Source: an optimization exercise on an open RTL-to-GDS flow (aim: a short achievable clock period and few clock cycles per item). Production flows keep margins and buffers that such runs may drop. Function was checked by simulation only, so behaviour that the tests miss may differ from the original. No activity file was given, so power comes from the tool's default toggle rates.

[design/flow/run.sh]
#!/bin/bash
# synth_recipe.tcl (not shown) runs the flow's synth.tcl, then flattens the netlist and writes it again
# the make line also repeats each setting of config.mk as NAME=value (left out here)
make -C /OpenROAD-flow-scripts/flow DESIGN_CONFIG=/design/flow/config.mk WORK_HOME=/design/flow/orfs CLKGATE_MAP_FILE= SYNTH_SCRIPT=/design/flow/synth_recipe.tcl finish
[design/flow/config.mk]
export PLATFORM = sky130hd
export DESIGN_NAME = lc3_core
export DESIGN_NICKNAME = lc3_core
export VERILOG_FILES = /design/flow/design.v
export SDC_FILE = /design/flow/constraint.sdc
export NUM_CORES = 4
export LEC_CHECK = 0
export ABC_CLOCK_PERIOD_IN_PS = 2000
export CAP_MARGIN = 20
export CORE_MARGIN = 2
export CORE_UTILIZATION = 40
export SETUP_SLACK_MARGIN = 4.0
export SLEW_MARGIN = 20
[design/flow/constraint.sdc]
create_clock -name core_clock -period 8.0 [get_ports {clk}]
set_input_delay 1.6000 -clock core_clock [delete_from_list [all_inputs] [get_ports {clk}]]
set_output_delay 1.6000 -clock core_clock [all_outputs]
set_load 0.01 [all_outputs]
[design/flow/design.v]
module lc3_core (
    input  wire        clk,
    input  wire        reset,         
    output wire        mem_req,
    output wire        mem_we,
    output wire [15:0] mem_addr,
    output wire [15:0] mem_wdata,
    input  wire [15:0] mem_rdata,
    input  wire        mem_ready,
    input  wire        kbd_avail,
    input  wire [7:0]  kbd_char,
    output wire        kbd_take,
    output wire        disp_emit,
    output wire [7:0]  disp_char,
    output wire        halted,
    output wire        double_fault
);
    localparam [15:0] RESET_PC  = 16'h3000;
    localparam [15:0] SSP_INIT  = 16'h3000;
    localparam [15:0] USP_INIT  = 16'h0000;
    localparam integer B_RUN   = 0;    
    localparam integer B_LD    = 1;    
    localparam integer B_PTRL  = 2;    
    localparam integer B_PTRS  = 3;    
    localparam integer B_ST    = 4;    
    localparam integer B_POP1  = 5;    
    localparam integer B_POP2  = 6;    
    localparam integer B_PUSH1 = 7;    
    localparam integer B_PUSH2 = 8;    
    localparam integer B_VEC   = 9;    
    localparam integer B_ENTRY = 10;    
    localparam integer B_INTW  = 11;    
    localparam integer B_STOP  = 12;    
    localparam NM = 13;
    localparam [NM-1:0] M_RUN   = 13'b1 << B_RUN;
    localparam [NM-1:0] M_LD    = 13'b1 << B_LD;
    localparam [NM-1:0] M_PTRL  = 13'b1 << B_PTRL;
    localparam [NM-1:0] M_PTRS  = 13'b1 << B_PTRS;
    localparam [NM-1:0] M_ST    = 13'b1 << B_ST;
    localparam [NM-1:0] M_POP1  = 13'b1 << B_POP1;
    localparam [NM-1:0] M_POP2  = 13'b1 << B_POP2;
    localparam [NM-1:0] M_PUSH1 = 13'b1 << B_PUSH1;
    localparam [NM-1:0] M_PUSH2 = 13'b1 << B_PUSH2;
    localparam [NM-1:0] M_VEC   = 13'b1 << B_VEC;
    localparam [NM-1:0] M_ENTRY = 13'b1 << B_ENTRY;
    localparam [NM-1:0] M_INTW  = 13'b1 << B_INTW;
    localparam [NM-1:0] M_STOP  = 13'b1 << B_STOP;
    reg [15:0] regs [0:7];
    reg        priv;
    reg [2:0]  prio;
    reg [2:0]  nzp_x;         
    reg        fl_lazy;       
    reg [15:0] fl_val;
    reg [15:0] saved_ssp;
    reg [15:0] saved_usp;
    reg        halted_r;
    reg        df_r;
    reg        ie;
    reg        avail_q;
    reg [NM-1:0] mode;
    reg        chk_pend;      
    reg        ev;            
    reg [15:0] ir;
    reg        ir_v;
    reg [15:0] ir_pc;
    reg [15:0] ir_npc;
    reg        ir_pt;         
    reg        ir_ev;         
    reg [7:0]  d_s1, d_s2, d_dr;    
    reg        d_ill, d_alu, d_add, d_and, d_not, d_lea, d_br, d_jsr, d_jsrr,
               d_jmp, d_rti, d_trap, d_halt, d_mem, d_st, d_pcrel_mem;
    reg [15:0] fpc;           
    reg [2:0]  ld_dr;
    reg        ent_int;
    reg [8:0]  ent_vec;
    reg [15:0] ent_ret;
    reg        a_v;
    reg        a_req;
    reg        a_we;
    reg [15:0] a_addr;
    reg [15:0] a_wdata;
    reg        a_kbsr, a_kbdr, a_dsr, a_ddr, a_dev;
    reg        take_r;
    reg        emit_r;
    localparam NB = 4;
    reg        bt_v   [0:NB-1];
    reg [15:0] bt_tag [0:NB-1];
    reg [15:0] bt_tgt [0:NB-1];
    reg        bt_dev [0:NB-1];
    reg [1:0]  bt_rr;
    reg        bi_pend;       
    reg [15:0] bi_tag;
    reg [15:0] bi_tgt;
    reg        bi_dev;
    assign mem_req   = a_req;
    assign mem_we    = a_we;
    assign mem_addr  = a_addr;
    assign mem_wdata = a_wdata;
    assign kbd_take  = take_r;
    assign disp_emit = emit_r;
    assign disp_char = a_wdata[7:0];
    assign halted       = halted_r;
    assign double_fault = df_r;
    function isdev;
        input [15:0] a;
        begin
            isdev = (a[15:3] == 13'h1FC0) && (a[0] == 1'b0);
        end
    endfunction
    function [15:0] kadd;
        input [15:0] a;
        input [15:0] b;
        input        cin;
        reg   [16:0] g, p, gn, pn;
        integer      x, d;
        begin
            g = {a & b, cin};
            p = {a ^ b, 1'b0};
            for (d = 1; d < 17; d = d * 2) begin
                gn = g; pn = p;
                for (x = d; x < 17; x = x + 1) begin
                    gn[x] = g[x] | (p[x] & g[x-d]);
                    pn[x] = p[x] & p[x-d];
                end
                g = gn; p = pn;
            end
            kadd = a ^ b ^ g[15:0];
        end
    endfunction
    wire stall = a_req & ~mem_ready;
    wire done  = a_v & ~stall;
    reg [15:0] dev_rdata;
    always @(*) begin
        if (a_kbsr)
            dev_rdata = {kbd_avail, ie, 14'd0};
        else if (a_kbdr)
            dev_rdata = kbd_avail ? {8'd0, kbd_char} : 16'd0;
        else if (a_dsr)
            dev_rdata = 16'h8000;
        else
            dev_rdata = 16'd0;
    end
    wire [15:0] rdata   = a_dev ? dev_rdata : mem_rdata;
    wire        acc_ev  = (a_we & a_kbsr) | take_r;
    wire        rd_dev  = isdev(rdata);
    wire        rd_priv = priv & (rdata[15:9] == 7'h7F);
    wire [3:0]  op    = ir[15:12];
    reg  [15:0] sr1v, sr2v, drv;
    integer j;
    always @(*) begin
        sr1v = 16'd0; sr2v = 16'd0; drv = 16'd0;
        for (j = 0; j < 8; j = j + 1) begin
            sr1v = sr1v | ({16{d_s1[j]}} & regs[j]);
            sr2v = sr2v | ({16{d_s2[j]}} & regs[j]);
            drv  = drv  | ({16{d_dr[j]}} & regs[j]);
        end
    end
    wire [15:0] r6    = regs[6];
    wire [15:0] r6_inc = kadd(r6, 16'd0, 1'b1);
    wire [15:0] r6_dec = kadd(r6, 16'hFFFF, 1'b0);
    wire [15:0] imm5  = {16{ir[5]}} & {{11{ir[4]}}, ir[4:0]};
    wire [15:0] off6  = {{10{ir[5]}}, ir[5:0]};
    wire [15:0] off9  = {{7{ir[8]}},  ir[8:0]};
    wire [15:0] off11 = {{5{ir[10]}}, ir[10:0]};
    wire [15:0] alu_b   = sr2v | imm5;
    wire [15:0] add_out = kadd(sr1v, alu_b, 1'b0);
    wire [15:0] and_out = sr1v & alu_b;
    wire [15:0] pcoff   = kadd(ir_npc, d_jsr ? off11 : off9, 1'b0);
    wire [15:0] baseoff = kadd(sr1v, off6, 1'b0);
    wire [15:0] ea      = d_pcrel_mem ? pcoff : baseoff;     
    wire        ea_fault = priv & (d_pcrel_mem ? (pcoff[15:9] == 7'h7F) : (baseoff[15:9] == 7'h7F));
    wire        ea_dev   = d_pcrel_mem ? isdev(pcoff) : isdev(baseoff);
    wire [15:0] alu_out = ({16{d_add}} & add_out) | ({16{d_and}} & and_out) |
                          ({16{d_not}} & ~sr1v)   | ({16{d_lea}} & pcoff);
    wire        fz = (fl_val == 16'd0);
    wire [2:0]  nzp = fl_lazy ? {fl_val[15], fz, ~fl_val[15] & ~fz} : nzp_x;
    wire        br_taken = (ir[11] & nzp[2]) | (ir[10] & nzp[1]) | (ir[9] & nzp[0]);
    wire [15:0] psr_word = {priv, 4'b0000, prio, 5'b00000, nzp};
    wire [3:0] p_op = rdata[15:12];
    reg p_ill;
    always @(*) begin
        case (p_op)
            4'b0001, 4'b0101: p_ill = (rdata[5] == 1'b0) && (rdata[4:3] != 2'b00);
            4'b0100:          p_ill = (rdata[11] == 1'b0) && ((rdata[10:9] != 2'b00) || (rdata[5:0] != 6'd0));
            4'b1000:          p_ill = (rdata[11:0] != 12'd0);
            4'b1001:          p_ill = (rdata[5:0] != 6'b111111);
            4'b1100:          p_ill = (rdata[11:9] != 3'd0) || (rdata[5:0] != 6'd0);
            4'b1101:          p_ill = 1'b1;
            4'b1111:          p_ill = (rdata[11:8] != 4'd0);
            default:          p_ill = 1'b0;
        endcase
    end
    wire p_trap = ~p_ill & (p_op == 4'b1111);
    wire run      = mode[B_RUN];
    wire int_now  = ie & avail_q & ~prio[2];
    wire int_take = run & chk_pend & int_now;
    wire e_go     = run & ir_v & ~int_take;
    wire illegal = d_ill;
    wire e_alu  = d_alu;
    wire e_br   = d_br;
    wire e_jsr  = d_jsr | d_jsrr;
    wire e_rti  = d_rti;
    wire e_halt = d_halt;
    wire e_mem  = d_mem;
    wire e_st   = d_st;
    wire e_exc  = d_ill | d_trap | (d_rti & priv);
    wire jmp_like = d_jmp | d_jsrr;
    wire redir_early = jmp_like | (d_jsr & ~ir_pt);
    wire redir    = e_go & (redir_early | (d_br & (br_taken ^ ir_pt)));
    wire [15:0] rt = jmp_like ? sr1v : ((d_br & ~br_taken) ? ir_npc : pcoff);
    wire [15:0] es_sp   = priv ? saved_ssp : r6;
    wire        es_df   = (es_sp[15:1] == 15'd0);
    wire [15:0] es_addr = kadd(es_sp, 16'hFFFF, 1'b0);
    wire        start_ent = int_take | (e_go & e_exc) | mode[B_ENTRY];
    reg        bt_hit;
    reg [15:0] bt_out;
    reg        bt_odev;
    integer k;
    always @(*) begin
        bt_hit = 1'b0; bt_out = 16'd0; bt_odev = 1'b0;
        for (k = 0; k < NB; k = k + 1)
            if (bt_v[k] && bt_tag[k] == a_addr) begin
                bt_hit = 1'b1; bt_out = bt_tgt[k]; bt_odev = bt_dev[k];
            end
    end
    wire [15:0] a_inc     = kadd(a_addr, 16'd0, 1'b1);
    wire        a_inc_dev = (a_addr[15:3] == 13'h1FBF && a_addr[2:0] == 3'b111) ||
                            (a_addr[15:3] == 13'h1FC0 && a_addr[0] == 1'b1 && a_addr[2:1] != 2'b11);
    wire        fpc_dev   = isdev(fpc);
    wire [15:0] fa     = a_v ? (bt_hit ? bt_out : a_inc) : fpc;
    wire        fa_dev = a_v ? (bt_hit ? bt_odev : a_inc_dev) : fpc_dev;
    reg        s_v, s_we, s_dev;
    reg [15:0] s_addr, s_wdata;
    reg [NM-1:0] n_mode;
    reg        n_chk, n_ev, n_ir_v;
    reg [15:0] n_fpc;
    reg        rf_we;
    reg [2:0]  rf_wa;
    reg [15:0] rf_wd;
    reg        n_fl_set;
    reg [15:0] n_fl_val;
    reg [8:0]  ent_v;
    reg [15:0] ent_r;
    always @(*) begin
        s_v = 1'b0; s_we = 1'b0; s_dev = 1'b0; s_addr = fpc; s_wdata = a_wdata;
        n_mode = mode; n_chk = chk_pend; n_ev = ev; n_ir_v = ir_v;
        n_fpc = fpc;
        rf_we = 1'b0; rf_wa = 3'd6; rf_wd = r6_inc;
        n_fl_set = 1'b0; n_fl_val = rdata;
        ent_v = 9'h000; ent_r = ir_npc;
        case (1'b1)
            mode[B_RUN]: begin
                n_chk = 1'b0;
                n_ir_v = a_v;
                if (e_go) n_ev = ir_ev;
                if (int_take) begin
                    ent_v = 9'h180;
                    ent_r = ir_v ? ir_pc : fpc;
                end else if (e_go && e_exc) begin
                    ent_v = d_ill ? 9'h001 : d_rti ? 9'h000 : {1'b0, ir[7:0]};
                end else if (e_go && e_halt) begin
                    n_mode = M_STOP;
                    n_ir_v = 1'b0;
                end else if (e_go && e_rti) begin
                    n_ir_v = 1'b0;
                    s_v = 1'b1; s_addr = r6; s_dev = isdev(r6);
                    n_mode = M_POP1;
                end else if (e_go && e_mem) begin
                    n_fpc = fa;
                    s_v = ~ea_fault; s_addr = ea; s_dev = ea_dev;
                    s_we = e_st; s_wdata = drv;
                    if (ea_fault)
                        n_mode = M_ENTRY;
                    else if (op[3])
                        n_mode = op[0] ? M_PTRS : M_PTRL;
                    else
                        n_mode = op[0] ? M_ST : M_LD;
                end else begin
                    if (e_go) begin
                        rf_we = e_alu | e_jsr;
                        rf_wa = e_jsr ? 3'd7 : ir[11:9];
                        rf_wd = e_jsr ? ir_npc : alu_out;
                        n_fl_set = e_alu; n_fl_val = alu_out;
                        n_chk = ir_ev;
                    end
                    if (redir) begin
                        n_ir_v = 1'b0;
                        n_fpc = rt;
                        s_addr = rt; s_dev = isdev(rt);
                        s_v = ~s_dev | ~ir_ev;
                    end else begin
                        n_fpc = fa;
                        s_addr = fa; s_dev = fa_dev;
                        s_v = ~fa_dev | (~a_v & ~(e_go & ir_ev));
                    end
                end
            end
            mode[B_LD]: if (done) begin
                rf_we = 1'b1; rf_wa = ld_dr; rf_wd = rdata;
                n_fl_set = 1'b1;
                if (take_r) begin
                    n_mode = M_INTW;
                end else begin
                    n_mode = M_RUN;
                    n_chk = ev | acc_ev;
                    s_dev = fpc_dev;
                    s_v = ~fpc_dev | (~ir_v & ~(ev | acc_ev));
                end
            end
            mode[B_PTRL], mode[B_PTRS]: if (done) begin
                n_ev = ev | acc_ev;
                if (rd_priv) begin
                    n_mode = M_ENTRY;
                end else begin
                    s_v = 1'b1; s_addr = rdata; s_dev = rd_dev;
                    s_we = mode[B_PTRS];
                    n_mode = mode[B_PTRS] ? M_ST : M_LD;
                end
            end
            mode[B_ST]: if (done) begin
                n_mode = M_RUN;
                n_chk = ev | acc_ev;
                if (ir_v && a_addr == ir_pc) begin
                    n_ir_v = 1'b0;
                    n_fpc = ir_pc;
                    s_addr = ir_pc;
                    s_dev = 1'b0;
                    s_v = 1'b1;
                end else begin
                    s_dev = fpc_dev;
                    s_v = ~fpc_dev | (~ir_v & ~(ev | acc_ev));
                end
            end
            mode[B_POP1]: if (done) begin
                n_ev = ev | acc_ev;
                n_fpc = rdata;
                rf_we = 1'b1;
                s_v = 1'b1; s_addr = r6_inc; s_dev = isdev(s_addr);
                n_mode = M_POP2;
            end
            mode[B_POP2]: if (done) begin
                rf_we = 1'b1;
                rf_wd = rdata[15] ? saved_usp : (r6_inc);
                if (take_r) begin
                    n_mode = M_INTW;
                end else begin
                    n_mode = M_RUN;
                    n_chk = 1'b1;
                    s_dev = fpc_dev;
                    s_v = ~fpc_dev;
                end
            end
            mode[B_PUSH1]: if (done) begin
                n_ev = ev | acc_ev;
                rf_we = 1'b1; rf_wd = r6_dec;
                s_v = 1'b1; s_we = 1'b1; s_addr = r6_dec; s_dev = isdev(s_addr);
                s_wdata = ent_ret;
                n_mode = M_PUSH2;
            end
            mode[B_PUSH2]: if (done) begin
                n_ev = ev | acc_ev;
                s_v = 1'b1; s_addr = {7'd0, ent_vec};
                n_mode = M_VEC;
            end
            mode[B_VEC]: if (done) begin
                n_fpc = rdata;
                n_mode = M_RUN;
                n_chk = ~ent_int & ev;
                s_addr = rdata; s_dev = rd_dev;
                s_v = ~rd_dev | ent_int | ~ev;
            end
            mode[B_ENTRY]: begin
                n_ir_v = 1'b0;
                ent_r = ir_v ? ir_pc : fpc;
            end
            mode[B_INTW]: begin
                n_mode = M_RUN;
                n_chk = 1'b1;
                s_dev = fpc_dev;
                s_v = ~fpc_dev;
            end
            default: ;    
        endcase
        if (start_ent) begin
            n_ir_v = 1'b0;
            if (es_df) begin
                n_mode = M_STOP;
                s_v = 1'b0;
            end else begin
                rf_we = 1'b1; rf_wa = 3'd6; rf_wd = es_addr;
                s_v = 1'b1; s_we = 1'b1; s_addr = es_addr; s_dev = isdev(es_addr);
                s_wdata = psr_word;
                n_mode = M_PUSH1;
            end
        end
    end
    integer i;
    always @(posedge clk) begin
        avail_q <= kbd_avail;
        if (reset) begin
            for (i = 0; i < 8; i = i + 1)
                regs[i] <= 16'd0;
            priv      <= 1'b1;
            prio      <= 3'd0;
            nzp_x     <= 3'b010;
            fl_lazy   <= 1'b0;
            saved_ssp <= SSP_INIT;
            saved_usp <= USP_INIT;
            halted_r  <= 1'b0;
            df_r      <= 1'b0;
            ie        <= 1'b0;
            mode      <= M_RUN;
            chk_pend  <= 1'b0;
            ev        <= 1'b0;
            ir_v      <= 1'b0;
            fpc       <= RESET_PC;
            a_v       <= 1'b1;
            a_req     <= 1'b1;
            a_we      <= 1'b0;
            a_addr    <= RESET_PC;
            a_kbsr    <= 1'b0;
            a_kbdr    <= 1'b0;
            a_dsr     <= 1'b0;
            a_ddr     <= 1'b0;
            a_dev     <= 1'b0;
            take_r    <= 1'b0;
            emit_r    <= 1'b0;
            for (i = 0; i < NB; i = i + 1)
                bt_v[i] <= 1'b0;
            bt_rr     <= 2'd0;
            bi_pend   <= 1'b0;
        end else if (!stall) begin
            mode     <= n_mode;
            chk_pend <= n_chk;
            ev       <= n_ev;
            fpc      <= n_fpc;
            ir_v     <= n_ir_v;
            if (run && a_v) begin
                ir     <= rdata;
                ir_pc  <= a_addr;
                ir_npc <= a_inc;
                ir_pt  <= bt_hit;
                ir_ev  <= take_r;
                d_s1   <= 8'd1 << rdata[8:6];
                d_s2   <= rdata[5] ? 8'd0 : (8'd1 << rdata[2:0]);
                d_dr   <= 8'd1 << rdata[11:9];
                d_ill  <= p_ill;
                d_add  <= ~p_ill & (p_op == 4'b0001);
                d_and  <= ~p_ill & (p_op == 4'b0101);
                d_not  <= ~p_ill & (p_op == 4'b1001);
                d_lea  <= (p_op == 4'b1110);
                d_alu  <= ~p_ill & (p_op == 4'b0001 || p_op == 4'b0101 || p_op == 4'b1001 || p_op == 4'b1110);
                d_br   <= (p_op == 4'b0000);
                d_jsr  <= (p_op == 4'b0100) & rdata[11];
                d_jsrr <= ~p_ill & (p_op == 4'b0100) & ~rdata[11];
                d_jmp  <= ~p_ill & (p_op == 4'b1100);
                d_rti  <= ~p_ill & (p_op == 4'b1000);
                d_trap <= p_trap & (rdata[7:0] != 8'h25);
                d_halt <= p_trap & (rdata[7:0] == 8'h25);
                d_mem  <= p_op[1] & ~(p_op[3] & p_op[2]);
                d_st   <= (p_op == 4'b0011) || (p_op == 4'b0111);
                d_pcrel_mem <= ~p_op[2];
            end
            if (run)
                ld_dr <= ir[11:9];
            if (rf_we)
                regs[rf_wa] <= rf_wd;
            if (n_fl_set) begin
                fl_val  <= n_fl_val;
                fl_lazy <= 1'b1;
            end
            if (done && a_we && a_kbsr)
                ie <= a_wdata[14];
            bi_pend <= e_go & ((d_br & br_taken & ~ir_pt) | (d_jsr & ~ir_pt));
            bi_tag  <= ir_pc;
            bi_tgt  <= pcoff;
            bi_dev  <= isdev(pcoff);
            if (bi_pend) begin
                bt_v[bt_rr]   <= 1'b1;
                bt_tag[bt_rr] <= bi_tag;
                bt_tgt[bt_rr] <= bi_tgt;
                bt_dev[bt_rr] <= bi_dev;
                bt_rr         <= bt_rr + 2'd1;
            end
            if (done && a_we)
                for (i = 0; i < NB; i = i + 1)
                    if (bt_tag[i] == a_addr)
                        bt_v[i] <= 1'b0;
            if (start_ent) begin
                ent_int <= int_take;
                ent_vec <= ent_v;
                ent_ret <= ent_r;
                if (es_df) begin
                    df_r <= 1'b1;
                end else begin
                    if (priv)
                        saved_usp <= r6;
                    priv <= 1'b0;
                end
            end
            if (e_go && e_halt)
                halted_r <= 1'b1;
            if (mode[B_PUSH2] && done && ent_int)
                prio <= 3'd4;
            if (mode[B_POP2] && done) begin
                priv    <= rdata[15];
                prio    <= rdata[10:8];
                nzp_x   <= rdata[2:0];
                fl_lazy <= 1'b0;
                if (rdata[15])
                    saved_ssp <= r6_inc;
            end
            a_v     <= s_v;
            a_req   <= s_v & ~s_dev;
            a_we    <= s_we;
            a_addr  <= s_addr;
            a_wdata <= s_wdata;
            a_kbsr  <= s_v & s_dev & (s_addr[2:1] == 2'd0);
            a_kbdr  <= s_v & s_dev & (s_addr[2:1] == 2'd1);
            a_dsr   <= s_v & s_dev & (s_addr[2:1] == 2'd2);
            a_ddr   <= s_v & s_dev & (s_addr[2:1] == 2'd3);
            a_dev   <= s_v & s_dev;
            take_r  <= s_v & s_dev & (s_addr[2:1] == 2'd1) & ~s_we & kbd_avail & ~take_r;
            emit_r  <= s_v & s_dev & (s_addr[2:1] == 2'd3) & s_we;
        end
    end
endmodule
==> results.txt, run 1 <==
* Count of final setup violators at 0
* Layout cell share with drive strength beyond 1 at 19.1%
* Post-Synth XOR/XNOR Area at 4.41%
* Core footprint at 0.0838 sq mm
* Post-Synth Simple-Gate Area at 17.6%
* Die X-Extent at 295 um
* Worst Path Arrival at 5.08 ns
* RSZ-0062 raised after global routing: yes
* Die Height at 295 um
* Sw frac at 37.8%
* PortBufs at 73
* Vias per inst at 6.81
* Worst Max-Slew Pin Slew at 1.18 ns
* Synth Instances at 3,626
* Largest stage delay, worst path at 0.62 ns
* R2r worst-path depth at 14
* Fmax at 224 MHz
* Most frequent cells in the layout: 442 x edfxtp_1, 398 x nor2_1, 306 x nand2_1
* Pwr dens at 238 mW/mm^2
* Leakage at 14.5 nW
* Synth Area in Adders at 2.24%
* Vias post-DR at 33,500
* Crit. End Element: register
* Die Area at 0.0871 sq mm
* Worst-Skew Late Latency at 0.68 ns
* HP Class: register to register
* R2R Path Start: regs[2][1]
* Hold Vio Cnt, Final at 0
* ANT nets after route at 0
* DP Worst Slack at 2.13 ns
* Initial Util at 40.4%
* Initial DRC count at 5,483
* CTS tree: done
* Power share of the clock group at 29.7%
* Critical R2R Capture: regs[4][9]
* Crit path from: mem_rdata[6]
* Post-synth EDFFs at 442
* Area growth, synth to finish at 21.5%
* Ys async rst share at 0%
* Reg2reg setup slack at 3.54 ns
* Syn Nets at 3,713
* Max clock buf depth at 3
* Vias in the first global route at 30,700
* Fin Clk Skew at 0.0363 ns
* Post-synthesis mux area share at 3.37%
* Buf/Inv on CP at 2
* Clock Tree Root: clkbuf_16
* Drt total wl at 170,000 um
* Placer Congestion at 1.06
* Sequential group share of total power at 37.4%
* Post-synth design cell area at 0.0339 sq mm
* Cell count after placement at 4,631
* Synthesized flop and latch total at 549
* Most used cell, CP: o21ai_0
* Worst path required time at 8.61 ns
* Min Tclk post-route at 4.47 ns
* Initial antenna violation count at 9
* Nets at 3,816
* Main synth FF type: edfxtp_1
* Final cell count without fillers at 4,918
* Drt wl/cell at 34.6 um
* Worst hold start: emit_r
* Synth Area in Compound Gates at 22.5%
* Gate power share at 32.8%
* Critical path class: input pin to register
* Overflow after GRT at 0
* Final WS setup at 3.53 ns
* Rows at 106
* Most common cell after layout, fill and taps aside: edfxtp_1
* Total track usage at 38.2%
* Relative slew margins at 20.8%
* First-pass GRT wire length at 237,000 um
* Synthesized area per cell at 9.35 sq um
* Synth warn at 1
* Setup Total Neg Slack at 0 ns
* H-Tree Depth at 2
* Critical path depth at 12
* Largest net degree at the start of global routing at 60
* Seq/Total Area, Yosys at 45.5%
* Post-synth cell types at 107
* Clock-pin slew on the worst setup and hold paths at 0.06 ns
* Sequence of cells on the critical path: clkdlybuf4s50_1 > inv_1 > nand3_1 > o21ai_0 > nand4_1 > o21ai_0 > a21oi_1 > a311oi_2 > o31ai_4 > a2111oi_4 > o21a_2 > a22o_1
* VDD IR max at 0.176 mV
* Crit Path Max Fanout at 6
* # clock sinks at 549
* Setup crit end: take_r
* Hold-fix buffers, CTS at 0
* DR DRC count at 0
* Num CTS Buffers at 61
* NetSw at 3.72 mW
* Ports at 74
* Largest family of logic cells by synthesized area: compound AO/OA/AOI/OAI gates
* Max-Cap Viols at 0
* Internal power at 6.10 mW
* Dpl hpwl at 121,000 um
* DR pass1 iterations at 10
* Slew Viols, Final at 0
* Status: timing/DRC/antenna clean
* Post-route clock period utilization at 55.9%
* Critical-path top delay cell: clkdlybuf4s50_1
* Worst setup SP type: input pin
* Top Family by Delay on Critical Path: compound AO/OA/AOI/OAI gates
[worst min path at each step]
| stage | endpoint | slack [ns] | cells past startpoint |
|---|---|---|---|
| final | emit_r | 0.48 | 1 |
| after global routing | saved_ssp[1] | 0.51 | 2 |
| after CTS | bt_tgt[0][9] | 0.48 | 0 |
| after detailed placement | emit_r | 0.47 | 1 |
| after global placement | saved_usp[10] | 0.47 | 2 |
| after floorplan | a_dsr | 0.44 | 1 |
[cells in the mapped netlist, types with 76 or more instances]
library cell | n | share of area [%]
clkbuf_1 | 241 | 2.7
xor2_1 | 94 | 2.4
dfxtp_1 | 107 | 6.3
a221oi_1 | 82 | 2.1
nand2_1 | 334 | 3.7
nor3_1 | 76 | 1.1
mux2i_1 | 85 | 2.5
a21oi_1 | 195 | 2.9
a211oi_1 | 80 | 1.8
nand3_1 | 94 | 1.4
edfxtp_1 | 442 | 39
nor2_1 | 444 | 4.9
o21ai_0 | 183 | 2.7
a22oi_1 | 153 | 3.4
[state kept, by name, summed over array words and instances (netlist names), 9 cells and up]
name and count:
regs 128, bi_tgt 16, ir_pc 16, fpc 16
ir_npc 16, bi_tag 16, a_wdata 16, saved_ssp 16
bt_tag 64, saved_usp 16, fl_val 16, ir 14
ent_vec 9, mode 11, ent_ret 16, a_addr 16
bt_tgt 64
[logic make-up after synthesis]
| family | Yosys count |
|---|---|
| adder cells (fa/ha/maj) | 59 |
| AO/OA/AOI/OAI | 1094 |
| multiplexers | 111 |
| flip-flops | 549 |
| AND/OR/NAND/NOR | 1263 |
| XOR/XNOR | 169 |
| buffers and inverters | 381 |
[metrics by stage]
stage	cell area [sq um]	hold WS (ns)	util, %	total power, mW
after floorplan	34100	0.441	-	5.10
after global placement	35800	0.472	42.7	6.28
after detailed placement	35800	0.469	42.7	6.28
after CTS	40200	0.482	48.0	9.50
after global routing	41200	0.507	49.1	10.0
final	41200	0.483	49.1	9.82
[power groups by stage]
stage	combinational [mW]	sequential (mW)	clock, mW
4_1_cts	2.92	3.65	2.93
3_3_place_gp	2.53	3.74	0
5_1_grt	3.32	3.67	3.04
2_1_floorplan	1.64	3.45	0
3_5_place_dp	2.54	3.74	0
6_report	3.22	3.68	2.92
[routing by layer]
| metal | share of wire, % | up-vias | global-route usage, % | routed length (um) |
|---|---|---|---|---|
| met5 | 0.044 | - | 0 | 75 |
| met4 | 7.2 | 12 | 21.9 | 12300 |
| met3 | 14 | 614 | 12.3 | 23400 |
| met2 | 40 | 2652 | 53.5 | 68800 |
| met1 | 39 | 16300 | 51.5 | 65700 |
| li1 | - | 14000 | - | - |
[layout make-up]
type,instances,area [sq um]
Clock buffer,81,1610
Sequential cell,549,15400
Timing Repair Buffer,339,3100
Antenna cell,3,7.51
Tap cell,1134,1420
Multi-Input combinational cell,2698,18900
Fill cell,7824,42600
Inverter,80,313
Clock inverter,34,420
[what timing repair did]
action / 4_1_cts / 5_1_grt
buffers inserted: 142 / 22
pin swaps: 92 / 62
setup endpoints to repair: 353 / 290
gates cloned: 4 / 0
gates resized for setup: 266 / 172
Testbench counts, summed over its fixed seeds: cycles 132,179, programs 64.
==> run 2: changes to the inputs <==
--- a/design/flow/design.v
+++ b/design/flow/design.v
@@ -33,16 +33,18 @@
     localparam integer B_STOP  = 12;    
-    localparam NM = 13;
-    localparam [NM-1:0] M_RUN   = 13'b1 << B_RUN;
-    localparam [NM-1:0] M_LD    = 13'b1 << B_LD;
-    localparam [NM-1:0] M_PTRL  = 13'b1 << B_PTRL;
-    localparam [NM-1:0] M_PTRS  = 13'b1 << B_PTRS;
-    localparam [NM-1:0] M_ST    = 13'b1 << B_ST;
-    localparam [NM-1:0] M_POP1  = 13'b1 << B_POP1;
-    localparam [NM-1:0] M_POP2  = 13'b1 << B_POP2;
-    localparam [NM-1:0] M_PUSH1 = 13'b1 << B_PUSH1;
-    localparam [NM-1:0] M_PUSH2 = 13'b1 << B_PUSH2;
-    localparam [NM-1:0] M_VEC   = 13'b1 << B_VEC;
-    localparam [NM-1:0] M_ENTRY = 13'b1 << B_ENTRY;
-    localparam [NM-1:0] M_INTW  = 13'b1 << B_INTW;
-    localparam [NM-1:0] M_STOP  = 13'b1 << B_STOP;
+    localparam integer B_DEV   = 13;    
+    localparam NM = 14;
+    localparam [NM-1:0] M_RUN   = 14'b1 << B_RUN;
+    localparam [NM-1:0] M_LD    = 14'b1 << B_LD;
+    localparam [NM-1:0] M_PTRL  = 14'b1 << B_PTRL;
+    localparam [NM-1:0] M_PTRS  = 14'b1 << B_PTRS;
+    localparam [NM-1:0] M_ST    = 14'b1 << B_ST;
+    localparam [NM-1:0] M_POP1  = 14'b1 << B_POP1;
+    localparam [NM-1:0] M_POP2  = 14'b1 << B_POP2;
+    localparam [NM-1:0] M_PUSH1 = 14'b1 << B_PUSH1;
+    localparam [NM-1:0] M_PUSH2 = 14'b1 << B_PUSH2;
+    localparam [NM-1:0] M_VEC   = 14'b1 << B_VEC;
+    localparam [NM-1:0] M_ENTRY = 14'b1 << B_ENTRY;
+    localparam [NM-1:0] M_INTW  = 14'b1 << B_INTW;
+    localparam [NM-1:0] M_STOP  = 14'b1 << B_STOP;
+    localparam [NM-1:0] M_DEV   = 14'b1 << B_DEV;
     reg [15:0] regs [0:7];
@@ -73,2 +75,8 @@
     reg [2:0]  ld_dr;
+    reg [NM-1:0] dv_mode;     
+    reg        dv_we;
+    reg [15:0] ssp_m1;        
+    reg        ssp_m1_dev;
+    reg        ssp_lt2;
+    reg [15:0] d_off;         
     reg        ent_int;
@@ -112,11 +120,15 @@
         input [15:0] b;
-        input        cin;
-        reg   [16:0] g, p, gn, pn;
+        reg   [15:0] g, p, gn, pn, t;
         integer      x, d;
         begin
-            g = {a & b, cin};
-            p = {a ^ b, 1'b0};
-            for (d = 1; d < 17; d = d * 2) begin
+            t = a | b;
+            g[0] = a[0] & b[0];
+            p[0] = t[0];
+            for (x = 1; x < 16; x = x + 1) begin
+                g[x] = (a[x] & b[x]) | (a[x] & a[x-1] & b[x-1]) | (b[x] & a[x-1] & b[x-1]);
+                p[x] = t[x] & t[x-1];
+            end
+            for (d = 2; d < 16; d = d * 2) begin
                 gn = g; pn = p;
-                for (x = d; x < 17; x = x + 1) begin
+                for (x = d; x < 16; x = x + 1) begin
                     gn[x] = g[x] | (p[x] & g[x-d]);
@@ -126,3 +138,3 @@
             end
-            kadd = a ^ b ^ g[15:0];
+            kadd = a ^ b ^ {g[14:0], 1'b0};
         end
@@ -144,4 +156,4 @@
     wire        acc_ev  = (a_we & a_kbsr) | take_r;
-    wire        rd_dev  = isdev(rdata);
-    wire        rd_priv = priv & (rdata[15:9] == 7'h7F);
+    wire        rd_dev  = ~a_dev & isdev(mem_rdata);
+    wire        rd_priv = ~a_dev & priv & (mem_rdata[15:9] == 7'h7F);
     wire [3:0]  op    = ir[15:12];
@@ -158,4 +170,4 @@
     wire [15:0] r6    = regs[6];
-    wire [15:0] r6_inc = kadd(r6, 16'd0, 1'b1);
-    wire [15:0] r6_dec = kadd(r6, 16'hFFFF, 1'b0);
+    wire [15:0] r6_inc = kadd(r6, 16'd1);
+    wire [15:0] r6_dec = kadd(r6, 16'hFFFF);
     wire [15:0] imm5  = {16{ir[5]}} & {{11{ir[4]}}, ir[4:0]};
@@ -165,6 +177,6 @@
     wire [15:0] alu_b   = sr2v | imm5;
-    wire [15:0] add_out = kadd(sr1v, alu_b, 1'b0);
+    wire [15:0] add_out = kadd(sr1v, alu_b);
     wire [15:0] and_out = sr1v & alu_b;
-    wire [15:0] pcoff   = kadd(ir_npc, d_jsr ? off11 : off9, 1'b0);
-    wire [15:0] baseoff = kadd(sr1v, off6, 1'b0);
+    wire [15:0] pcoff   = kadd(ir_npc, d_off);
+    wire [15:0] baseoff = kadd(sr1v, off6);
     wire [15:0] ea      = d_pcrel_mem ? pcoff : baseoff;     
@@ -199,2 +211,3 @@
     wire e_alu  = d_alu;
+    wire alu_we = e_go & d_alu;
     wire e_br   = d_br;
@@ -210,5 +223,8 @@
     wire [15:0] rt = jmp_like ? sr1v : ((d_br & ~br_taken) ? ir_npc : pcoff);
-    wire [15:0] es_sp   = priv ? saved_ssp : r6;
-    wire        es_df   = (es_sp[15:1] == 15'd0);
-    wire [15:0] es_addr = kadd(es_sp, 16'hFFFF, 1'b0);
+    wire        r6_dec_dev = (r6[15:3] == 13'h1FC0) && r6[0];
+    wire        r6_inc_dev = (r6[15:3] == 13'h1FBF && r6[2:0] == 3'b111) ||
+                             (r6[15:3] == 13'h1FC0 && r6[0] && r6[2:1] != 2'b11);
+    wire        es_df   = priv ? ssp_lt2 : (r6[15:1] == 15'd0);
+    wire [15:0] es_addr = priv ? ssp_m1 : r6_dec;
+    wire        es_dev  = priv ? ssp_m1_dev : r6_dec_dev;
     wire        start_ent = int_take | (e_go & e_exc) | mode[B_ENTRY];
@@ -225,3 +241,3 @@
     end
-    wire [15:0] a_inc     = kadd(a_addr, 16'd0, 1'b1);
+    wire [15:0] a_inc     = kadd(a_addr, 16'd1);
     wire        a_inc_dev = (a_addr[15:3] == 13'h1FBF && a_addr[2:0] == 3'b111) ||
@@ -229,4 +245,21 @@
     wire        fpc_dev   = isdev(fpc);
-    wire [15:0] fa     = a_v ? (bt_hit ? bt_out : a_inc) : fpc;
-    wire        fa_dev = a_v ? (bt_hit ? bt_odev : a_inc_dev) : fpc_dev;
+    wire        sp_ok  = a_v & ~a_dev & (a_addr[15:11] != 5'h00) & (a_addr[15:11] != 5'h1F);
+    wire        sp_br  = (mem_rdata[15:12] == 4'b0000) &&
+                         ((mem_rdata[11:9] == 3'b111) || (mem_rdata[8] && mem_rdata[11:9] != 3'b000));
+    wire        sp_jsr = (mem_rdata[15:12] == 4'b0100) && mem_rdata[11];
+    wire        sp_take = sp_ok & (sp_br | sp_jsr);
+    wire [15:0] sp_lo9  = kadd({7'd0, a_inc[8:0]},  {7'd0, mem_rdata[8:0]});
+    wire [15:0] sp_lo11 = kadd({5'd0, a_inc[10:0]}, {5'd0, mem_rdata[10:0]});
+    wire [15:0] sp_hi9p = kadd({9'd0, a_inc[15:9]}, 16'd1);
+    wire [15:0] sp_hi9m = kadd({9'd0, a_inc[15:9]}, 16'hFFFF);
+    wire [15:0] sp_hi11p = kadd({11'd0, a_inc[15:11]}, 16'd1);
+    wire [15:0] sp_hi11m = kadd({11'd0, a_inc[15:11]}, 16'hFFFF);
+    wire [6:0]  sp_hi9  = mem_rdata[8] ? (sp_lo9[9] ? a_inc[15:9] : sp_hi9m[6:0])
+                                       : (sp_lo9[9] ? sp_hi9p[6:0] : a_inc[15:9]);
+    wire [4:0]  sp_hi11 = mem_rdata[10] ? (sp_lo11[11] ? a_inc[15:11] : sp_hi11m[4:0])
+                                        : (sp_lo11[11] ? sp_hi11p[4:0] : a_inc[15:11]);
+    wire [15:0] sp_tgt  = sp_jsr ? {sp_hi11, sp_lo11[10:0]} : {sp_hi9, sp_lo9[8:0]};
+    wire        f_pt   = sp_take | bt_hit;
+    wire [15:0] fa     = a_v ? (sp_take ? sp_tgt : bt_hit ? bt_out : a_inc) : fpc;
+    wire        fa_dev = a_v ? (~sp_take & (bt_hit ? bt_odev : a_inc_dev)) : fpc_dev;
     reg        s_v, s_we, s_dev;
@@ -269,3 +302,3 @@
                     n_fpc = fa;
-                    s_v = ~ea_fault; s_addr = ea; s_dev = ea_dev;
+                    s_v = ~ea_fault & ~ea_dev; s_addr = ea;
                     s_we = e_st; s_wdata = drv;
@@ -273,2 +306,4 @@
                         n_mode = M_ENTRY;
+                    else if (ea_dev)
+                        n_mode = M_DEV;
                     else if (op[3])
@@ -279,6 +314,5 @@
                     if (e_go) begin
-                        rf_we = e_alu | e_jsr;
-                        rf_wa = e_jsr ? 3'd7 : ir[11:9];
-                        rf_wd = e_jsr ? ir_npc : alu_out;
-                        n_fl_set = e_alu; n_fl_val = alu_out;
+                        rf_we = e_jsr;
+                        rf_wa = 3'd7;
+                        rf_wd = ir_npc;
                         n_chk = ir_ev;
@@ -288,4 +322,4 @@
                         n_fpc = rt;
-                        s_addr = rt; s_dev = isdev(rt);
-                        s_v = ~s_dev | ~ir_ev;
+                        s_addr = rt;
+                        s_v = ~isdev(rt);
                     end else begin
@@ -337,3 +371,3 @@
                 rf_we = 1'b1;
-                s_v = 1'b1; s_addr = r6_inc; s_dev = isdev(s_addr);
+                s_v = 1'b1; s_addr = r6_inc; s_dev = r6_inc_dev;
                 n_mode = M_POP2;
@@ -355,3 +389,3 @@
                 rf_we = 1'b1; rf_wd = r6_dec;
-                s_v = 1'b1; s_we = 1'b1; s_addr = r6_dec; s_dev = isdev(s_addr);
+                s_v = 1'b1; s_we = 1'b1; s_addr = r6_dec; s_dev = r6_dec_dev;
                 s_wdata = ent_ret;
@@ -375,2 +409,7 @@
             end
+            mode[B_DEV]: begin
+                s_v = 1'b1; s_addr = a_addr; s_dev = 1'b1;
+                s_we = dv_we;
+                n_mode = dv_mode;
+            end
             mode[B_INTW]: begin
@@ -390,5 +429,5 @@
                 rf_we = 1'b1; rf_wa = 3'd6; rf_wd = es_addr;
-                s_v = 1'b1; s_we = 1'b1; s_addr = es_addr; s_dev = isdev(es_addr);
+                s_v = ~es_dev; s_we = 1'b1; s_addr = es_addr; s_dev = 1'b0;
+                n_mode = es_dev ? M_DEV : M_PUSH1;
                 s_wdata = psr_word;
-                n_mode = M_PUSH1;
             end
@@ -407,2 +446,5 @@
             saved_ssp <= SSP_INIT;
+            ssp_m1    <= SSP_INIT - 16'd1;
+            ssp_m1_dev <= 1'b0;
+            ssp_lt2   <= 1'b0;
             saved_usp <= USP_INIT;
@@ -441,4 +483,5 @@
                 ir_npc <= a_inc;
-                ir_pt  <= bt_hit;
+                ir_pt  <= f_pt;
                 ir_ev  <= take_r;
+                d_off  <= (p_op == 4'b0100) ? {{5{rdata[10]}}, rdata[10:0]} : {{7{rdata[8]}}, rdata[8:0]};
                 d_s1   <= 8'd1 << rdata[8:6];
@@ -464,6 +507,19 @@
             if (run)
-                ld_dr <= ir[11:9];
-            if (rf_we)
-                regs[rf_wa] <= rf_wd;
-            if (n_fl_set) begin
+                ld_dr   <= ir[11:9];
+            if (start_ent) begin
+                dv_mode <= M_PUSH1;
+                dv_we   <= 1'b1;
+            end else if (run) begin
+                dv_mode <= op[3] ? (op[0] ? M_PTRS : M_PTRL) : (op[0] ? M_ST : M_LD);
+                dv_we   <= d_st;
+            end
+            for (i = 0; i < 8; i = i + 1)
+                if (alu_we && d_dr[i])
+                    regs[i] <= alu_out;
+                else if (rf_we && rf_wa == i)
+                    regs[i] <= rf_wd;
+            if (alu_we) begin
+                fl_val  <= alu_out;
+                fl_lazy <= 1'b1;
+            end else if (n_fl_set) begin
                 fl_val  <= n_fl_val;
@@ -511,2 +567,5 @@
                     saved_ssp <= r6_inc;
+                    ssp_m1    <= r6;
+                    ssp_m1_dev <= isdev(r6);
+                    ssp_lt2   <= (r6 == 16'hFFFF) || (r6 == 16'h0000);
             end
==> design/flow/flow/run.sh (new file) <==
#!/bin/bash
set -euo pipefail
export BUFFER_PORTS_ARGS="-buffer_cell sky130_fd_sc_hd__buf_4"
bash standard.sh MATCH_CELL_FOOTPRINT=0 finish > standard.log 2>&1
==> design/flow/standard.sh (new file) <==
#!/bin/bash
# synth_recipe.tcl (not shown) runs the flow's synth.tcl, then flattens the netlist and writes it again
# the make line also repeats each setting of config.mk as NAME=value (left out here)
make -C /OpenROAD-flow-scripts/flow DESIGN_CONFIG=/design/flow/config.mk WORK_HOME=/design/flow/orfs CLKGATE_MAP_FILE= SYNTH_SCRIPT=/design/flow/synth_recipe.tcl "${@:-finish}"
--- a/design/flow/config.mk
+++ b/design/flow/config.mk
@@ -11,3 +11,3 @@
 export CORE_UTILIZATION = 40
-export SETUP_SLACK_MARGIN = 4.0
+export SETUP_SLACK_MARGIN = 4.5
 export SLEW_MARGIN = 20
removed: design/flow/run.sh
==> results.txt, run 2 <==
* Status: timing/DRC/antenna clean
* Synthesized area per cell at 8.41 sq um (-10%)
* DP Worst Slack at 2.61 ns (+0.477 ns)
* Synth Instances at 4,504 (+24%)
* NetSw at 10.6 mW (+180%)
* Setup Total Neg Slack at 0 ns (unchanged)
* Total track usage at 41.6% (+3.5 points)
* Worst setup SP type: register
* Vias post-DR at 43,200 (+29%)
* Core footprint at 0.0936 sq mm (+12%)
* Synthesized flop and latch total at 560 (+2.0%)
* Largest net degree at the start of global routing at 88 (+47%)
* Post-synth top area cell: edfxtp_1
* Hold-fix buffers, CTS at 0 (unchanged)
* Reg2reg setup slack at 3.75 ns (+0.21 ns)
* Gate power share at 63.6% (+31 points)
* Critical path class: register to register
* H-Tree Depth at 3 (+1)
* R2R Path Start: d_s1[1]
* Synth warn at 2 (+1)
* Post-route clock period utilization at 53.1% (-2.8 points)
* Fin util at 53.5% (+4.4 points)
* Main synth FF type: edfxtp_1
* Largest regs: regs: 128 flops, bt_tag: 64 flops, bt_tgt: 64 flops
* Fill count at 8,603 (+10%)
* DR pass1 iterations at 9 (-1)
* Fmax at 236 MHz (+5.4%)
* Ys async rst share at 0% (unchanged)
* Placed Area at 0.0403 sq mm (+13%)
* First-pass GRT wire length at 293,000 um (+24%)
* Post-synth cell types at 105 (-1.9%)
* Area growth, synth to finish at 32.3%
* Hold Vio Cnt, Final at 0 (unchanged)
* Most numerous cell in the Yosys netlist: nor2_1
* Fin Clk Skew at 0.0441 ns (+0.00771 ns)
* Syn Nets at 4,667 (+26%)
* Vias in the first global route at 38,600 (+26%)
* Count of final setup violators at 0 (unchanged)
* Critical path depth at 19 (+7)
* Top Family by Delay on Critical Path: compound AO/OA/AOI/OAI gates
* Ports at 74 (unchanged)
* Most common cell after layout, fill and taps aside: buf_4
* Worst Max-Slew Pin Slew at 1.37 ns (+0.190 ns)
* Power share of the clock group at 15.8% (-14 points)
* Seq/Total Area, Yosys at 38.1% (-7.4 points)
* Clock Tree Root: clkbuf_16
* Initial DRC count at 7,648 (+39%)
* Post-synth EDFFs at 322 (-27%)
* Rows at 112 (+5.7%)
* Leakage at 18.2 nW (+25%)
* Drt total wl at 215,000 um (+26%)
* CTS tree: done
* Worst Path Arrival at 4.83 ns (-0.25 ns)
* Placer Congestion at 1.13 (+7.3%)
* Max clock buf depth at 3 (unchanged)
* Largest Register: regs
* Max-Cap Viols at 0 (unchanged)
* Pwr dens at 414 mW/mm^2 (+74%)
* Largest stage delay, worst path at 0.42 ns (-0.20 ns)
* Worst-Skew Late Latency at 0.67 ns (about the same)
* Slew Viols, Final at 0 (unchanged)
* Critical-path top delay cell: edfxtp_1
* Max reg flops at 128 (unchanged)
* Top cells by count, synth: 503 x nor2_1, 436 x nand2_1, 326 x a21oi_1, 322 x edfxtp_1, 295 x clkbuf_1
* Hold Crit Endpoint: ld_dr[0]
* RSZ-0062 raised after global routing: yes
* Synth top area share at 25.5% (-14 points)
* Worst path required time at 8.59 ns (-0.02 ns)
* Post-route cell area at 0.0501 sq mm (+22%)
* Clock-pin slew on the worst setup and hold paths at 0.06 ns (about the same)
* Sw frac at 50.9% (+13 points)
* Relative slew margins at 8.49% (-12 points)
* Sequence of cells on the critical path: buf_6 > buf_12 > a22oi_2 > and4_4 > inv_4 > ha_4 > or2_4 > a221o_1 > a211oi_4 > buf_4 > nand2_1 > or2_1 > a31oi_2 > a32o_1 > o2111a_2 > buf_6 > a31oi_4 > or3_1 > a21oi_1
* Initial Util at 40.5% (about the same)
* Worst hold path cell count at 0 (-1)
* Synth top area cells: edfxtp_1 26%, dfxtp_1 13%, nor2_1 5.0%, ha_1 4.5%, nand2_1 4.3%
* Power Total at 20.8 mW (+110%)
* Layout cell share with drive strength beyond 1 at 27.8% (+8.7 points)
* Overflow after GRT at 0 (unchanged)
* R2r worst-path depth at 19 (+5)
* Crit Path Max Fanout at 4 (-2)
* Die Height at 312 um (+5.6%)
* Most used cell, CP: buf_6
* Cell count after placement at 5,608 (+21%)
* DR DRC count at 0 (unchanged)
* Buf/Inv on CP at 5 (+3)
* ANT nets after route at 0 (unchanged)
* Internal power at 10.2 mW (+67%)
* Sequential group share of total power at 20.5% (-17 points)
* # clock sinks at 560 (+2.0%)
* Worst hold start: ir[9]
* Critical R2R Capture: mode[10]
* Crit. End Element: register
* Die X-Extent at 312 um (+5.6%)
* Dpl hpwl at 141,000 um (+16%)
* Die Area at 0.0972 sq mm (+12%)
* Final WS setup at 3.75 ns (+0.228 ns)
* HP Class: register to register
* Num CTS Buffers at 69 (+13%)
* Initial antenna violation count at 13 (+4)
* VDD IR max at 0.196 mV (+11%)
* Most frequent cells in the layout: 469 x buf_4, 461 x nor2_1, 406 x nand2_1
* Hold Slack at 0.456 ns (-0.0269 ns)
* Post-synth design cell area at 0.0379 sq mm (+12%)
* Drt wl/cell at 34.9 um (+0.73%)
* Min Tclk post-route at 4.25 ns (-0.228 ns)
* Vias per inst at 7.03 (+3.1%)
* Final cell count without fillers at 6,152 (+25%)
* PortBufs at 73 (unchanged)
* Nets at 5,004 (+31%)
==> run 2: cell types whose count changed in the layout (fill, tap and decap cells not counted), moves of 33 or more <==
| cell | previous run | this run |
|---|---|---|
| buf_12 | 20 | 64 |
| dfxtp_1 | 97 | 220 |
| nor2_1 | 398 | 461 |
| buf_6 | 25 | 72 |
| clkdlybuf4s50_1 | 68 | 0 |
| a21oi_1 | 180 | 274 |
| edfxtp_1 | 442 | 322 |
| buf_4 | 219 | 469 |
| nand2_1 | 306 | 406 |
| xor2_1 | 93 | 60 |
| ha_1 | 38 | 113 |
| inv_1 | 71 | 126 |
| nor3_1 | 71 | 128 |
| o21ai_0 | 159 | 199 |
==> run 2: layout make-up <==
cell class / instances / area [sq um] / share of cell area [%]
Multi-Input combinational cell: 3415 / 24900 / 49.6
Antenna cell: 5 / 12.5 / 0.0250
Inverter: 157 / 651 / 1.30
Timing Repair inverter: 1 / 7.51 / 0.0150
Tap cell: 1254 / 1570 / 3.13
Sequential cell: 560 / 14500 / 28.9
Clock buffer: 83 / 1830 / 3.66
Timing Repair Buffer: 637 / 6210 / 12.4
Clock inverter: 40 / 480 / 0.959
==> run 2: cells by family after synthesis <==
logic type,share of synthesized area [%]
adder cells (fa/ha/maj),4.46
multiplexers,2.05
XOR/XNOR,3.69
AND/OR/NAND/NOR,18.7
flip-flops,38.1
buffers and inverters,5.53
AO/OA/AOI/OAI,27.5
==> run 2: worst register-to-register path: cells and delay by family (launching register included) <==
| family | cells | cell delay (ns) |
|---|---|---|
| AND/OR/NAND/NOR | 5 | 1.18 |
| buffers and inverters | 5 | 0.66 |
| adder cells (fa/ha/maj) | 1 | 0.15 |
| flip-flops | 1 | 0.42 |
| AO/OA/AOI/OAI | 8 | 1.78 |
==> run 2: what timing repair did <==
item                       in CTS  in global routing
gates cloned                   11                 10
buffers inserted              265                130
setup endpoints to repair     415                217
pin swaps                     164                166
gates resized for setup       488                327
==> run 2: per-layer routing <==
layer	track usage, %	routed length, um	vias up
met1	52.0	76700	20600
met5	0.0494	60	-
met4	30.7	21700	10
li1	-	-	17700
met2	57.7	83500	3802
met3	16.3	32600	1094
==> run 2: how the worst max path moves through the flow <==
stage          startpoint           to  slack, ns
2_1_floorplan   mem_ready        d_add       3.46
3_3_place_gp    mem_ready  regs[5][14]       2.76
3_5_place_dp        d_rti  regs[5][14]       2.61
4_1_cts           d_s1[1]      mode[2]       3.94
5_1_grt           d_s1[1]     mode[10]       3.74
6_report          d_s1[1]     mode[10]       3.75
==> run 2: power by group through the flow <==
stage	Combinational [mW]	Sequential, mW	Clock [mW]
CTS	11.2	4.18	3.28
global placement	9.30	4.37	0
finish	13.2	4.26	3.28
detailed placement	9.30	4.36	0
global route	13.4	4.26	3.39
floorplan	5.79	3.91	0
Testbench counts of run 2, summed over its fixed seeds: cycles 127,560, programs 64.
==> run 3: changes to the inputs <==
--- a/design/flow/design.v
+++ b/design/flow/design.v
@@ -96,3 +96,3 @@
     reg [15:0] bt_tgt [0:NB-1];
-    reg        bt_dev [0:NB-1];
+    reg [3:0]  bt_dk  [0:NB-1];
     reg [1:0]  bt_rr;
@@ -101,3 +101,3 @@
     reg [15:0] bi_tgt;
-    reg        bi_dev;
+    reg [3:0]  bi_dk;
     assign mem_req   = a_req;
@@ -117,2 +117,33 @@
     endfunction
+    function sum_hi;
+        input [15:0] a;
+        input [15:0] b;
+        reg   [15:0] s;
+        reg   [15:0] c;
+        begin
+            s = kadd({7'd0, a[8:0]}, {7'd0, b[8:0]});
+            c = a & b;                        
+            sum_hi = (~(a[15:10] ^ b[15:10]) == c[14:9]) && (~(a[9] ^ b[9]) == s[9]);
+        end
+    endfunction
+    function sum_dev;
+        input [15:0] a;
+        input [15:0] b;
+        reg   [15:0] s;
+        reg   [15:0] r;
+        reg   [15:0] co;
+        localparam [15:0] K = 16'hFE00;
+        begin
+            s  = kadd({13'd0, a[2:0]}, {13'd0, b[2:0]});
+            r  = a ^ b ^ K;                   
+            co = (a & b) | ((a ^ b) & ~K);    
+            sum_dev = (r[15:4] == co[14:3]) && (r[3] == s[3]) && (s[0] == 1'b0);
+        end
+    endfunction
+    function [3:0] dk;
+        input [15:0] a;
+        begin
+            dk = isdev(a) ? (4'b0001 << a[2:1]) : 4'b0000;
+        end
+    endfunction
     function [15:0] kadd;
@@ -156,3 +187,4 @@
     wire        acc_ev  = (a_we & a_kbsr) | take_r;
-    wire        rd_dev  = ~a_dev & isdev(mem_rdata);
+    wire [3:0]  rd_dk   = {4{~a_dev}} & dk(mem_rdata);
+    wire        rd_dev  = |rd_dk;
     wire        rd_priv = ~a_dev & priv & (mem_rdata[15:9] == 7'h7F);
@@ -182,4 +214,4 @@
     wire [15:0] ea      = d_pcrel_mem ? pcoff : baseoff;     
-    wire        ea_fault = priv & (d_pcrel_mem ? (pcoff[15:9] == 7'h7F) : (baseoff[15:9] == 7'h7F));
-    wire        ea_dev   = d_pcrel_mem ? isdev(pcoff) : isdev(baseoff);
+    wire        ea_fault = priv & (d_pcrel_mem ? sum_hi(ir_npc, d_off) : sum_hi(sr1v, off6));
+    wire        ea_dev   = d_pcrel_mem ? sum_dev(ir_npc, d_off) : sum_dev(sr1v, off6);
     wire [15:0] alu_out = ({16{d_add}} & add_out) | ({16{d_and}} & and_out) |
@@ -232,9 +264,9 @@
     reg [15:0] bt_out;
-    reg        bt_odev;
+    reg [3:0]  bt_odk;
     integer k;
     always @(*) begin
-        bt_hit = 1'b0; bt_out = 16'd0; bt_odev = 1'b0;
+        bt_hit = 1'b0; bt_out = 16'd0; bt_odk = 4'd0;
         for (k = 0; k < NB; k = k + 1)
             if (bt_v[k] && bt_tag[k] == a_addr) begin
-                bt_hit = 1'b1; bt_out = bt_tgt[k]; bt_odev = bt_dev[k];
+                bt_hit = 1'b1; bt_out = bt_tgt[k]; bt_odk = bt_dk[k];
             end
@@ -244,3 +276,2 @@
                             (a_addr[15:3] == 13'h1FC0 && a_addr[0] == 1'b1 && a_addr[2:1] != 2'b11);
-    wire        fpc_dev   = isdev(fpc);
     wire        sp_ok  = a_v & ~a_dev & (a_addr[15:11] != 5'h00) & (a_addr[15:11] != 5'h1F);
@@ -262,5 +293,8 @@
     wire        f_pt   = sp_take | bt_hit;
-    wire [15:0] fa     = a_v ? (sp_take ? sp_tgt : bt_hit ? bt_out : a_inc) : fpc;
-    wire        fa_dev = a_v ? (~sp_take & (bt_hit ? bt_odev : a_inc_dev)) : fpc_dev;
-    reg        s_v, s_we, s_dev;
+    wire [15:0] fa     = a_v ? (bt_hit ? bt_out : a_inc) : fpc;
+    wire [3:0]  fa_dk  = a_v ? (bt_hit ? bt_odk : dk(a_inc)) : dk(fpc);
+    wire        fa_dev = |fa_dk;
+    wire [3:0]  fpc_dk = dk(fpc);
+    reg        s_v, s_we, cont, memop;
+    reg [3:0]  s_dk;
     reg [15:0] s_addr, s_wdata;
@@ -277,3 +311,3 @@
     always @(*) begin
-        s_v = 1'b0; s_we = 1'b0; s_dev = 1'b0; s_addr = fpc; s_wdata = a_wdata;
+        s_v = 1'b0; s_we = 1'b0; s_dk = 4'd0; cont = 1'b0; memop = 1'b0; s_addr = fpc; s_wdata = a_wdata;
         n_mode = mode; n_chk = chk_pend; n_ev = ev; n_ir_v = ir_v;
@@ -298,5 +332,6 @@
                     n_ir_v = 1'b0;
-                    s_v = 1'b1; s_addr = r6; s_dev = isdev(r6);
+                    s_v = 1'b1; s_addr = r6; s_dk = dk(r6);
                     n_mode = M_POP1;
                 end else if (e_go && e_mem) begin
+                    memop = 1'b1;
                     n_fpc = fa;
@@ -323,6 +358,7 @@
                         s_addr = rt;
-                        s_v = ~isdev(rt);
+                        s_v = ~(jmp_like ? isdev(sr1v) : (d_br & ~br_taken) ? isdev(ir_npc) : sum_dev(ir_npc, d_off));
                     end else begin
+                        cont = 1'b1;
                         n_fpc = fa;
-                        s_addr = fa; s_dev = fa_dev;
+                        s_addr = fa; s_dk = fa_dk;
                         s_v = ~fa_dev | (~a_v & ~(e_go & ir_ev));
@@ -339,4 +375,4 @@
                     n_chk = ev | acc_ev;
-                    s_dev = fpc_dev;
-                    s_v = ~fpc_dev | (~ir_v & ~(ev | acc_ev));
+                    s_dk = fpc_dk;
+                    s_v = ~(|fpc_dk) | (~ir_v & ~(ev | acc_ev));
                 end
@@ -348,3 +384,3 @@
                 end else begin
-                    s_v = 1'b1; s_addr = rdata; s_dev = rd_dev;
+                    s_v = 1'b1; s_addr = rdata; s_dk = rd_dk;
                     s_we = mode[B_PTRS];
@@ -360,7 +396,7 @@
                     s_addr = ir_pc;
-                    s_dev = 1'b0;
+                    s_dk = 4'd0;
                     s_v = 1'b1;
                 end else begin
-                    s_dev = fpc_dev;
-                    s_v = ~fpc_dev | (~ir_v & ~(ev | acc_ev));
+                    s_dk = fpc_dk;
+                    s_v = ~(|fpc_dk) | (~ir_v & ~(ev | acc_ev));
                 end
@@ -371,3 +407,3 @@
                 rf_we = 1'b1;
-                s_v = 1'b1; s_addr = r6_inc; s_dev = r6_inc_dev;
+                s_v = 1'b1; s_addr = r6_inc; s_dk = dk(r6_inc);
                 n_mode = M_POP2;
@@ -382,4 +418,4 @@
                     n_chk = 1'b1;
-                    s_dev = fpc_dev;
-                    s_v = ~fpc_dev;
+                    s_dk = fpc_dk;
+                    s_v = ~(|fpc_dk);
                 end
@@ -389,3 +425,3 @@
                 rf_we = 1'b1; rf_wd = r6_dec;
-                s_v = 1'b1; s_we = 1'b1; s_addr = r6_dec; s_dev = r6_dec_dev;
+                s_v = 1'b1; s_we = 1'b1; s_addr = r6_dec; s_dk = dk(r6_dec);
                 s_wdata = ent_ret;
@@ -402,3 +438,3 @@
                 n_chk = ~ent_int & ev;
-                s_addr = rdata; s_dev = rd_dev;
+                s_addr = rdata; s_dk = rd_dk;
                 s_v = ~rd_dev | ent_int | ~ev;
@@ -410,3 +446,3 @@
             mode[B_DEV]: begin
-                s_v = 1'b1; s_addr = a_addr; s_dev = 1'b1;
+                s_v = 1'b1; s_addr = a_addr; s_dk = dk(a_addr);
                 s_we = dv_we;
@@ -417,4 +453,4 @@
                 n_chk = 1'b1;
-                s_dev = fpc_dev;
-                s_v = ~fpc_dev;
+                s_dk = fpc_dk;
+                s_v = ~(|fpc_dk);
             end
@@ -429,3 +465,3 @@
                 rf_we = 1'b1; rf_wa = 3'd6; rf_wd = es_addr;
-                s_v = ~es_dev; s_we = 1'b1; s_addr = es_addr; s_dev = 1'b0;
+                s_v = ~es_dev; s_we = 1'b1; s_addr = es_addr; s_dk = 4'd0;
                 n_mode = es_dev ? M_DEV : M_PUSH1;
@@ -435,2 +471,3 @@
     end
+    wire sp_sel = cont & sp_take;
     integer i;
@@ -477,3 +514,3 @@
             ev       <= n_ev;
-            fpc      <= n_fpc;
+            fpc      <= ((cont | memop) & sp_take) ? sp_tgt : n_fpc;
             ir_v     <= n_ir_v;
@@ -532,3 +569,3 @@
             bi_tgt  <= pcoff;
-            bi_dev  <= isdev(pcoff);
+            bi_dk   <= dk(pcoff);
             if (bi_pend) begin
@@ -537,3 +574,3 @@
                 bt_tgt[bt_rr] <= bi_tgt;
-                bt_dev[bt_rr] <= bi_dev;
+                bt_dk[bt_rr]  <= bi_dk;
                 bt_rr         <= bt_rr + 2'd1;
@@ -571,14 +608,14 @@
             end
-            a_v     <= s_v;
-            a_req   <= s_v & ~s_dev;
+            a_v     <= sp_sel | s_v;
+            a_req   <= sp_sel | (s_v & ~(|s_dk));
             a_we    <= s_we;
-            a_addr  <= s_addr;
+            a_addr  <= sp_sel ? sp_tgt : s_addr;
             a_wdata <= s_wdata;
-            a_kbsr  <= s_v & s_dev & (s_addr[2:1] == 2'd0);
-            a_kbdr  <= s_v & s_dev & (s_addr[2:1] == 2'd1);
-            a_dsr   <= s_v & s_dev & (s_addr[2:1] == 2'd2);
-            a_ddr   <= s_v & s_dev & (s_addr[2:1] == 2'd3);
-            a_dev   <= s_v & s_dev;
-            take_r  <= s_v & s_dev & (s_addr[2:1] == 2'd1) & ~s_we & kbd_avail & ~take_r;
-            emit_r  <= s_v & s_dev & (s_addr[2:1] == 2'd3) & s_we;
+            a_kbsr  <= ~sp_sel & s_v & s_dk[0];
+            a_kbdr  <= ~sp_sel & s_v & s_dk[1];
+            a_dsr   <= ~sp_sel & s_v & s_dk[2];
+            a_ddr   <= ~sp_sel & s_v & s_dk[3];
+            a_dev   <= ~sp_sel & s_v & (|s_dk);
+            take_r  <= ~sp_sel & s_v & s_dk[1] & ~s_we & kbd_avail & ~take_r;
+            emit_r  <= ~sp_sel & s_v & s_dk[3] & s_we;
         end
--- a/design/flow/config.mk
+++ b/design/flow/config.mk
@@ -10,4 +10,4 @@
 export CORE_MARGIN = 2
-export CORE_UTILIZATION = 40
-export SETUP_SLACK_MARGIN = 4.5
+export CORE_UTILIZATION = 45
+export SETUP_SLACK_MARGIN = 4.8
 export SLEW_MARGIN = 20
==> results.txt, run 3 <==
* Status: timing/DRC/antenna clean
* Fill count at 7,127 (-17%)
* Most frequent cells in the layout: 562 x buf_4, 386 x nor2_1, 367 x nand2_1
* Post-route clock period utilization at 48.9% (-4.2 points)
* Synthesized flop and latch total at 575 (+2.7%)
* Post-synth EDFFs at 337 (+4.7%)
* Num CTS Buffers at 69 (unchanged)
* Worst path required time at 8.57 ns (-0.02 ns)
* Synth warn at 2 (unchanged)
* Initial antenna violation count at 18 (+5)
* Post-route cell area at 0.0554 sq mm (+10%)
* # clock sinks at 575 (+2.7%)
* Die X-Extent at 300 um (-3.6%)
* Nets at 5,291 (+5.7%)
* Initial Util at 45.5% (+5.1 points)
* Pwr dens at 413 mW/mm^2 (-0.27%)
* PortBufs at 73 (unchanged)
* Die Height at 300 um (-3.6%)
* Post-synth cell types at 103 (-1.9%)
* Fin util at 63.7% (+10 points)
* Hold-fix buffers, CTS at 0 (unchanged)
* First-pass GRT wire length at 329,000 um (+12%)
* Crit Path Max Fanout at 5 (+1)
* Synth top area share at 25.6% (+0.057 points)
* Overflow after GRT at 0 (unchanged)
* Vias in the first global route at 42,400 (+10%)
* DR DRC count at 0 (unchanged)
* Most numerous cell in the Yosys netlist: nor2_1
* Worst Path Arrival at 4.48 ns (-0.35 ns)
* CTS tree: done
* Vias per inst at 7.50 (+6.7%)
* Min Tclk post-route at 3.91 ns (-0.334 ns)
* Critical path class: register to register
* Max reg flops at 128 (unchanged)
* Total track usage at 51.1% (+9.4 points)
* Cell count after placement at 5,633 (+0.45%)
* RSZ-0062 raised after global routing: yes
* Dpl hpwl at 153,000 um (+8.5%)
* Gr busiest metal: met2
* Worst Max-Slew Pin Slew at 1.18 ns (-0.185 ns)
* H-Tree Depth at 3 (unchanged)
* Ys async rst share at 0% (unchanged)
* Hold Slack at 0.452 ns (-0.00398 ns)
* Rows at 108 (-3.6%)
* Synth Instances at 4,627 (+2.7%)
* Relative slew margins at 20.9% (+12 points)
* Drt wl/cell at 38.5 um (+10%)
* Fin Clk Skew at 0.0529 ns (+0.00888 ns)
* VDD IR max at 0.289 mV (+47%)
* Most common cell after layout, fill and taps aside: buf_4
* Power Total at 22.9 mW (+10%)
* Worst setup SP type: register
* Synth top area cells: edfxtp_1 26%, dfxtp_1 12%, nor2_1 4.3%, ha_1 4.1%, nand2_1 4.1%
* Hold Vio Cnt, Final at 0 (unchanged)
* Largest Register: regs
* Post-synth design cell area at 0.0396 sq mm (+4.4%)
* Layout cell share with drive strength beyond 1 at 35.2% (+7.4 points)
* Max clock buf depth at 3 (unchanged)
* Placed Area at 0.0418 sq mm (+3.6%)
* Die Area at 0.0903 sq mm (-7.1%)
* Largest net degree at the start of global routing at 90 (+2.3%)
* Core footprint at 0.0869 sq mm (-7.2%)
* Drt total wl at 245,000 um (+14%)
* Count of final setup violators at 0 (unchanged)
* Area growth, synth to finish at 39.9%
* M3 GR Usage at 23.2% (+6.9 points)
* Crit. End Element: register
* Leakage at 20.1 nW (+10%)
* DP Worst Slack at 2.87 ns (+0.260 ns)
* Slew Viols, Final at 0 (unchanged)
* Ports at 74 (unchanged)
[run 3: final cells by class]
cell class / instances / area, sq um / share of cell area, %
timing repair buffer: 814 / 8070 / 14.6
multi-input combinational: 3520 / 27900 / 50.4
inverter: 154 / 708 / 1.28
antenna: 13 / 32.5 / 0.0588
tap: 1155 / 1450 / 2.61
clock buffer: 88 / 1890 / 3.42
sequential: 575 / 15000 / 27.0
clock inverter: 38 / 323 / 0.583
[run 3: timing repair]
item	in CTS	in global routing
gates resized for setup	845	516
setup endpoints to repair	532	250
setup buffers	378	173
hold endpoints to repair	0	0
gates cloned	18	15
pin swaps	301	267
[run 3: path summary, 6_finish.rpt]
kind / start / to / slack (ns) / cells after the start
worst min-delay path: ssp_m1_dev / ssp_m1_dev / 0.45 / 2
worst max register to register: d_s2[3] / regs[0][14] / 4.09 / 13
worst max-delay path: d_s2[3] / regs[0][14] / 4.09 / 13
worst min register to register: ssp_m1_dev / ssp_m1_dev / 0.45 / 2
[run 3: routing by layer]
metal | up-vias | part of all wire, %
met5 | - | 0.15
met4 | 22 | 10
met3 | 1491 | 17
met2 | 4837 | 38
met1 | 22600 | 34
li1 | 18700 | -
[run 3: logic make-up (layout without fill, tap and decap cells)]
| logic type | count (synthesis) | count (layout) | synth area share (%) |
|---|---|---|---|
| AO/OA/AOI/OAI | 1511 | 1515 | 26.6 |
| XOR/XNOR | 201 | 201 | 4.48 |
| adder cells (fa/ha/maj) | 129 | 129 | 4.08 |
| buffers and inverters | 546 | 1094 | 5.45 |
| flip-flops | 575 | 575 | 37.6 |
| multiplexers | 111 | 112 | 2.95 |
| other | 0 | 13 | 0 |
| AND/OR/NAND/NOR | 1554 | 1563 | 18.8 |
[run 3: critical path: stages, from the launching register on]
cell and delay [ns]:
edfxtp_1 0.46, buf_12 0.19, a222oi_1 0.47, nand3_2 0.12, buf_6 0.17, o211ai_1 0.33, o311ai_4 0.19, a2111o_1 0.44
a311o_1 0.36, a211oi_4 0.25, buf_4 0.15, buf_6 0.11, mux2_4 0.35, a211oi_1 0.21
[run 3: power breakdown]
part / switching, mW / internal [mW] / total [mW]
combinational: 9.70 / 5.51 / 15.2
clock: 1.46 / 1.79 / 3.24
sequential: 0.678 / 3.75 / 4.43
total: 11.8 / 11.0 / 22.9
Testbench counts of run 3, summed over its fixed seeds: cycles 127,560, programs 64.
